This is an optimization exercise on Yosys and OpenROAD, whose aim is small area, a short achievable clock period and few clock cycles per item, not a production implementation. The RTL was checked by simulation tests, not by an equivalence proof against the original design.

[flow/design.v]
module bitpacker (
    input  wire        clk,
    input  wire        rst,           
    input  wire        cmd_valid,
    output wire        cmd_ready,
    input  wire [79:0] cmd_word,
    input  wire        pay_valid,
    output wire        pay_ready,
    input  wire [7:0]  pay_data,
    output reg         rsp_valid,
    output reg  [73:0] rsp_word,
    output reg         dst_we,
    output reg  [31:0] dst_addr,
    output reg  [7:0]  dst_data
);
    localparam [3:0] OP_INIT  = 4'h1, OP_INITH = 4'h2, OP_RESET = 4'h3,
                     OP_PUT   = 4'h4, OP_PUT64 = 4'h5, OP_FLUSH = 4'h6,
                     OP_WRB   = 4'h7, OP_POS   = 4'h8, OP_REM   = 4'h9,
                     OP_TAIL  = 4'hA;
    localparam [1:0] ST_OK = 2'd0, ST_OVERFLOW = 2'd1, ST_UNDERFLOW = 2'd2,
                     ST_ILLEGAL = 2'd3;
    localparam [2:0] S_IDLE  = 3'd0,    
                     S_EXEC  = 3'd1,    
                     S_DRAIN = 3'd2,    
                     S_FLUSH = 3'd3,    
                     S_COPY  = 3'd4,    
                     S_SKIP  = 3'd5,    
                     S_RESP  = 3'd6;    
    reg [2:0]  state;
    reg [63:0] cache;
    reg [6:0]  fill;
    reg [31:0] index;
    reg [31:0] len;
    reg [79:0] cw;
    reg        step;        
    reg [1:0]  dcnt;        
    reg        drain_ok;    
    reg [31:0] pay_left;    
    reg [31:0] copied;      
    reg [1:0]  r_st;
    reg [35:0] r_v0;
    reg [35:0] r_v1;
    wire [3:0]  opc   = cw[79:76];
    wire        e_sel = cw[75];
    wire [2:0]  zf    = cw[74:72];
    wire [7:0]  cnt   = cw[71:64];
    wire [31:0] datah = cw[63:32];
    wire [31:0] datal = cw[31:0];
    reg legal;
    always @(*) begin
        case (opc)
            OP_INIT, OP_WRB:
                legal = !e_sel && zf == 3'd0 && cnt == 8'd0 && datah == 32'd0;
            OP_INITH:
                legal = !e_sel && zf == 3'd0 && cnt == 8'd0;
            OP_RESET, OP_FLUSH, OP_POS, OP_REM, OP_TAIL:
                legal = !e_sel && zf == 3'd0 && cnt == 8'd0 && datah == 32'd0 && datal == 32'd0;
            OP_PUT:
                legal = zf == 3'd0 && cnt <= 8'd32 && datah == 32'd0;
            OP_PUT64:
                legal = zf == 3'd0 && cnt <= 8'd64;
            default:
                legal = 1'b0;
        endcase
    end
    reg [5:0]  ins_n;       
    reg [31:0] ins_v;
    reg        ins_last;    
    wire [7:0] cnt_m32 = cnt - 8'd32;
    always @(*) begin
        ins_last = 1'b1;
        ins_n    = cnt[5:0];
        ins_v    = datal;
        if (opc == OP_PUT64 && cnt > 8'd32) begin
            ins_last = step;
            if (!e_sel) begin
                ins_n = step ? 6'd32 : cnt_m32[5:0];
                ins_v = step ? datal : datah;
            end else begin
                ins_n = step ? cnt_m32[5:0] : 6'd32;
                ins_v = step ? datah : datal;
            end
        end
    end
    function [31:0] mask32;
        input [5:0] n;
        begin
            mask32 = (n >= 6'd32) ? 32'hFFFF_FFFF : ((32'd1 << n) - 32'd1);
        end
    endfunction
    function [31:0] le32;
        input [5:0]  n;
        input [31:0] v;
        reg   [31:0] m, s, hi, lo;
        reg   [5:0]  a;
        reg   [2:0]  r;
        begin
            m  = v & mask32(n);
            s  = {m[7:0], m[15:8], m[23:16], m[31:24]};
            a  = {n[5:3], 3'b000};
            r  = n[2:0];
            hi = (a == 6'd0) ? 32'd0 : (s >> (6'd32 - a));
            lo = (r == 3'd0) ? 32'd0 : ((s >> (6'd24 - a)) & mask32({3'b000, r}));
            le32 = (hi << r) | lo;
        end
    endfunction
    wire [31:0] ins_m   = e_sel ? le32(ins_n, ins_v) : (ins_v & mask32(ins_n));
    wire [7:0]  fill_n  = {1'b0, fill} + {2'b00, ins_n};
    wire        need_drain = fill_n > 8'd64;
    wire [6:0]  ins_sh  = 7'd64 - fill - {1'b0, ins_n};
    wire [63:0] ins_cache = cache | ({32'd0, ins_m} << ins_sh);
    wire        can_flush_byte = (fill >= 7'd8) && (index < len);
    wire [32:0] flush_end = {1'b0, index} + {29'd0, fill[6:3]} + {32'd0, |fill[2:0]};
    wire [1:0]  flush_st  = (flush_end > {1'b0, len}) ? ST_OVERFLOW :
                            (fill != 7'd0)            ? ST_UNDERFLOW : ST_OK;
    wire [35:0] pos     = {index, 3'b000} + {29'd0, fill};
    wire [35:0] len_b   = {1'b0, len, 3'b000};
    wire [35:0] rem_b   = len_b - ((pos < len_b) ? pos : len_b);
    wire [32:0] cons    = {1'b0, index} + {29'd0, fill[6:3]};
    wire [31:0] tail_c  = (cons < {1'b0, len}) ? cons[31:0] : len;
    wire [31:0] tail_l  = len - tail_c;
    wire [32:0] drain_end = {1'b0, index} + 33'd4;
    assign cmd_ready = (state == S_IDLE);
    assign pay_ready = (state == S_COPY || state == S_SKIP) && (pay_left != 32'd0);
    always @(posedge clk) begin
        if (rst) begin
            state     <= S_IDLE;
            cache     <= 64'd0;
            fill      <= 7'd0;
            index     <= 32'd0;
            len       <= 32'd0;
            cw        <= 80'd0;
            step      <= 1'b0;
            dcnt      <= 2'd0;
            drain_ok  <= 1'b0;
            pay_left  <= 32'd0;
            copied    <= 32'd0;
            r_st      <= ST_OK;
            r_v0      <= 36'd0;
            r_v1      <= 36'd0;
            rsp_valid <= 1'b0;
            rsp_word  <= 74'd0;
            dst_we    <= 1'b0;
            dst_addr  <= 32'd0;
            dst_data  <= 8'd0;
        end else begin
            rsp_valid <= 1'b0;
            dst_we    <= 1'b0;
            case (state)
                S_IDLE: begin
                    if (cmd_valid) begin
                        cw    <= cmd_word;
                        step  <= 1'b0;
                        state <= S_EXEC;
                    end
                end
                S_EXEC: begin
                    r_st <= ST_OK;
                    r_v0 <= 36'd0;
                    r_v1 <= 36'd0;
                    if (!legal) begin
                        r_st  <= ST_ILLEGAL;
                        state <= S_RESP;
                    end else begin
                        case (opc)
                            OP_INIT, OP_INITH: begin
                                cache <= 64'd0;
                                fill  <= 7'd0;
                                index <= 32'd0;
                                len   <= datal;
                                state <= S_RESP;
                            end
                            OP_RESET: begin
                                cache <= 64'd0;
                                fill  <= 7'd0;
                                index <= 32'd0;
                                state <= S_RESP;
                            end
                            OP_PUT, OP_PUT64: begin
                                if (need_drain) begin
                                    dcnt     <= 2'd0;
                                    drain_ok <= drain_end <= {1'b0, len};
                                    state    <= S_DRAIN;
                                end else begin
                                    cache <= ins_cache;
                                    fill  <= fill_n[6:0];
                                    if (ins_last)
                                        state <= S_RESP;
                                    else
                                        step <= 1'b1;
                                end
                            end
                            OP_FLUSH, OP_WRB: begin
                                state <= S_FLUSH;
                            end
                            OP_POS: begin
                                r_v0  <= pos;
                                state <= S_RESP;
                            end
                            OP_REM: begin
                                r_v0  <= rem_b;
                                state <= S_RESP;
                            end
                            OP_TAIL: begin
                                r_v0  <= {4'd0, tail_c};
                                r_v1  <= {4'd0, tail_l};
                                state <= S_RESP;
                            end
                            default: state <= S_RESP;
                        endcase
                    end
                end
                S_DRAIN: begin
                    if (drain_ok) begin
                        dst_we   <= 1'b1;
                        dst_addr <= index;
                        dst_data <= cache[63:56];
                        index    <= index + 32'd1;
                        cache    <= {cache[55:0], 8'd0};
                        fill     <= fill - 7'd8;
                        dcnt     <= dcnt + 2'd1;
                        if (dcnt == 2'd3)
                            state <= S_EXEC;
                    end else begin
                        index <= index + 32'd4;
                        cache <= {cache[31:0], 32'd0};
                        fill  <= fill - 7'd32;
                        state <= S_EXEC;
                    end
                end
                S_FLUSH: begin
                    if (can_flush_byte) begin
                        dst_we   <= 1'b1;
                        dst_addr <= index;
                        dst_data <= cache[63:56];
                        index    <= index + 32'd1;
                        cache    <= {cache[55:0], 8'd0};
                        fill     <= fill - 7'd8;
                    end else if (opc == OP_FLUSH) begin
                        r_st  <= flush_st;
                        state <= S_RESP;
                    end else begin
                        pay_left <= datal;
                        copied   <= 32'd0;
                        if (flush_st != ST_OK) begin
                            r_st  <= flush_st;
                            state <= S_SKIP;
                        end else begin
                            state <= S_COPY;
                        end
                    end
                end
                S_COPY: begin
                    if (pay_left == 32'd0) begin
                        r_st  <= (copied == datal) ? ST_OK : ST_OVERFLOW;
                        r_v0  <= {4'd0, copied};
                        state <= S_RESP;
                    end else if (pay_valid) begin
                        if (index < len) begin
                            dst_we   <= 1'b1;
                            dst_addr <= index;
                            dst_data <= pay_data;
                            copied   <= copied + 32'd1;
                        end
                        index    <= index + 32'd1;
                        pay_left <= pay_left - 32'd1;
                    end
                end
                S_SKIP: begin
                    if (pay_left == 32'd0)
                        state <= S_RESP;
                    else if (pay_valid)
                        pay_left <= pay_left - 32'd1;
                end
                S_RESP: begin
                    rsp_valid <= 1'b1;
                    rsp_word  <= {r_st, r_v1, r_v0};
                    state     <= S_IDLE;
                end
                default: state <= S_IDLE;
            endcase
        end
    end
endmodule
[flow/run.sh]
#!/bin/bash
# synth_recipe.tcl (not shown) runs the flow's synth.tcl, then flattens the netlist and writes it again
# the make line also repeats each setting of config.mk as NAME=value (left out here)
make -C /OpenROAD-flow-scripts/flow DESIGN_CONFIG=/design/flow/config.mk WORK_HOME=/design/flow/orfs CLKGATE_MAP_FILE= SYNTH_SCRIPT=/design/flow/synth_recipe.tcl finish
[flow/config.mk]
export PLATFORM = sky130hd
export DESIGN_NAME = bitpacker
export DESIGN_NICKNAME = bitpacker
export VERILOG_FILES = /design/flow/design.v
export SDC_FILE = /design/flow/constraint.sdc
export NUM_CORES = 4
export LEC_CHECK = 0
export CAP_MARGIN = 20
export CORE_MARGIN = 2
export CORE_UTILIZATION = 40
export SLEW_MARGIN = 20
[flow/constraint.sdc]
create_clock -name core_clock -period 10.0 [get_ports {clk}]
set_input_delay 2.0000 -clock core_clock [delete_from_list [all_inputs] [get_ports {clk}]]
set_output_delay 2.0000 -clock core_clock [all_outputs]
set_load 0.01 [all_outputs]
==> run notes <==
[final timing paths]
check	endpoint	slack (ns)	depth (start not counted)
worst max-delay path	cache[44]$_SDFFE_PP0P_	2.06	22
worst min-delay path	rsp_word[20]$_SDFFE_PP0P_	0.44	2
worst max register to register	cache[44]$_SDFFE_PP0P_	2.06	22
worst min register to register	rsp_word[20]$_SDFFE_PP0P_	0.44	2
[metal layers]
| layer | GRT usage (%) | vias up | routed length [um] |
|---|---|---|---|
| li1 | - | 18700 | - |
| met1 | 44.0 | 19400 | 67600 |
| met2 | 54.2 | 2318 | 74600 |
| met3 | 6.51 | 542 | 15300 |
| met4 | 20.1 | 4 | 11400 |
| met5 | 0 | - | 25 |
[placed cells by master (no fill, tap or decap), types with 84 or more instances in the layout]
cell and instances:
xnor2_1 148, o21ai_0 226, a21o_1 84, mux2i_1 107, nor2_1 495, nand2_1 823
nand4_1 88, clkdlybuf4s50_1 204, nor3_1 169, dfxtp_1 467, ha_1 193, a21oi_1 567
buf_4 112, inv_1 120, nand3_1 109
[per-stage QoR]
step	hold WS (ns)	util (%)
global placement	0.441	43.7
detailed placement	0.447	43.7
finish	0.439	45.9
floorplan	0.431	-
global route	0.469	45.9
CTS	0.431	45.9
[cell usage after synthesis, drive strengths merged, types with 23 or more instances]
cell type	count	area share (%)
nand2	825	8.4
nand3	109	1.5
xnor2	151	3.6
o21bai	27	0.55
nor2	505	5.2
nor2b	23	0.39
a211oi	78	1.6
nand4	88	1.5
inv	125	1.3
or2	25	0.43
a22oi	78	1.6
a21oi	569	7.7
a31oi	80	1.4
nor3	181	2.5
a311oi	27	0.64
dfxtp	468	25
xor2	80	1.9
o31ai	47	0.98
o21ai	235	3.2
or3	33	0.56
o211ai	31	0.67
mux2i	109	3.0
a21o	84	1.7
nand2b	36	0.61
o22ai	49	0.83
a221oi	42	1.1
and2	28	0.48
nor4	62	1.1
o221ai	24	0.57
and3	30	0.51
buf	60	0.82
ha	193	6.5
clkbuf	318	3.2
[cell families (layout without fill, tap and decap cells)]
family,count (synthesis),after routing,share of synthesized area (%)
and+or+nand+nor,1989,1989,24.2
buffers and inverters,507,548,5.37
other,1,4,0.0102
xor gates and xnor gates,231,231,5.50
muxes,142,142,4.56
adders and majority gates,198,198,6.82
DFF,468,468,25.4
AOI/OAI and AO/OA,1599,1599,28.2
[sequential cells by signal, summed over array words and instances, names as in the netlist, 8 cells and up]
register,count
index,32
dst_data,8
copied,32
cw,80
len,32
r_v0,36
rsp_word,70
r_v1,32
dst_addr,32
pay_left,32
cache,64
[critical path: cells and delay by family (launching register included)]
family / cells / cell delay, ns
AO/OA/AOI/OAI: 12 / 4.34
AND/OR/NAND/NOR: 5 / 1.32
flip-flops: 1 / 0.82
buffers and inverters: 2 / 0.34
multiplexers: 2 / 0.56
adder cells (fa/ha/maj): 1 / 0.37
[layout make-up]
cell class / count / area share, %
clock buffers: 72 / 3.62
clock inverters: 29 / 1.09
inverters: 129 / 1.15
multi-input cells: 4163 / 61.3
flip-flops and latches: 468 / 22.3
well taps: 1186 / 3.53
repair buffers: 318 / 6.95
[power groups by stage]
stage / sequential, mW / combinational [mW] / clock, mW
floorplan: 2.19 / 5.75 / 0
global placement: 2.29 / 8.56 / 0
detailed placement: 2.30 / 8.52 / 0
CTS: 2.26 / 8.56 / 2.28
global route: 2.28 / 9.36 / 2.34
finish: 2.27 / 8.88 / 2.25
==> results.yml <==
run_status:
  outcome: "no timing/DRC/antenna violations"
setup_path:
  path_class: "reg -> reg"
  r2r-start: "cw[76]$_SDFFE_PP0P_"
  cp_common_cell: "o21ai_0"
  path_cells: "and4bb_2 > o21ai_2 > buf_4 > o31ai_4 > inv_2 > nor2_1 > nand2_1 > ha_1 > nand2_1 > o21ai_0 > a21oi_1 > o21ai_0 > o21ai_1 > o21ai_0 > a221oi_1 > a41oi_1 > and2_1 > o31ai_1 > mux2i_1 > mux2_2 > a221oi_1 > o31ai_1"
  startpoint: "cw[76]$_SDFFE_PP0P_"
  end_kind: "register"
  max_stage_delay_ns: 0.82
  required_ns: 10.55
  slowest_stage: "dfxtp_1"
  cp.arrival_ns: 8.49
  cp_max_fo: 28
  critPathLaunchType: "register"
clock_network:
  clock-root-buffer: "clkbuf_16"
  cts_buffers: 54
  htree_levels: 2
  post_cts.repair.setup_buffers: 0
  cts_tree: "done"
  cts_resized: 0
  insertion_delay_ns: 0.69
  cts_sinks: 468
  clkTransAtPathRegs_ns: 0.06
  holdBufCountCts: 0
  cts_buffer_depth: 3
yosys:
  yosysWarnings: 1
  synth-edff-count: 0
  synth-seq-area-share_pct: 25.4
  synth_area_um2: 36900
  yosys.cell_types.count: 110
  ys_seq_elements: 468
  avgSynthCellArea_um2: 7.19
  synth-async-reset-ratio_pct: 0
  syn_inst: 5135
  synthFlopType: "dfxtp_1"
power_and_ir_drop:
  clkPwrFrac_pct: 16.8
  intPower_mw: 6.06
  seqPwrFrac_pct: 16.9
  total_leakage_power_nw: 15.0
  switchingPower_mw: 7.33
  p_per_area_nw_per_um2: 319
  power_frac_comb_pct: 66.3
  finalPower_mw: 13.4
  p_sw_share_pct: 54.7
  ir_drop_v: 0.000425
grt:
  grt_pass1_wl_um: 249000
  antenna_found_initial: 2
  overflow: 0
  grt_pass1_vias: 37800
  grt_max_degree: 178
  grt_util_all_layers_pct: 34.5
die:
  design.core.area_um2: 91500
  die-area_um2: 94700
  die_h_um: 308
  row_count: 111
  die_w_um: 308
  io_pins: 210
  floorplan.initialDensity_pct: 40.3
detailed_routing:
  remaining_drc_errors: 0
  drt_iter0_markers: 5516
  drt_pass1_iterations: 9
  wl_per_cell_um: 26.6
  antenna_left: 0
  routed_wl_um: 169000
  vias: 40900
  avgViaCountPerCell: 6.43
min_path:
  min_from: "r_v0[20]$_SDFFE_PP0P_"
  hold_class: "reg -> reg"
cells_and_area:
  fin_cells: 6365
  finalInstanceArea_um2: 42000
  nFillCells: 9467
  syn_to_final_growth_pct: 13.8
  drive_gt1_share_pct: 6.76
  multi_input_area_um2: 25800
  final_nets: 5424
  seq_area_um2: 9370
  diodes: 0
timing:
  totalNegativeSetupSlack_ns: 0
  worstMarginPinSlew_ns: 1.20
  fin_ws_ns: 2.06
  hold_viol_final: 0
  skew_ns: 0.0495
  rsz0062_at_grt: "no"
  final.period_utilization_pct: 79.4
  finalSetupViolCount: 0
  finalCriticalPeriod_ns: 7.94
  max_slew_margin_pct: 20.0
  slew_violations: 0
  fmax_mhz: 126
place:
  port_buffers: 205
  placedCellCount: 6264
  hpwlAfterDp_um: 125000
  place_ws_ns: 1.92
  postPlaceCellArea_um2: 40000
  gp_congestion: 1.07
job:
  drv_cap: 0
Testbench counts, summed over its fixed seeds: cycles 127,107, cmds 24,000.

-- static timing again, ports no longer ideal --
In the flow no input, the clock included, has a driving cell. The finished layout below was timed again as built, in two steps.
Step 1, drivers: a clkbuf_16 drives clk and a buf_2 each remaining input, both assumed.
Step 2 adds t to the input delays and takes it off the output delays; t is the mean of the earliest and latest rising clock arrival at the registers after step 1. Input paths then give back, and output paths get back, about the clock's delay inside the block.
a / b / c = ideal / step 1 / step 2; a / b = the first two.
t, ns: 0.732
slack for setup (ns): 2.059 / 2.059 / 2.059
hold WS [ns]: 0.439 / 0.439 / 0.439
slew at the worst register clock pin (ns): 0.07 / 0.07
worst data-port slew with drivers (ns): 0.07
After both steps this run still meets setup and hold. For this run, drivers alone change the setup slack by 0.000 ns; drivers and shift together by 0.000 ns.
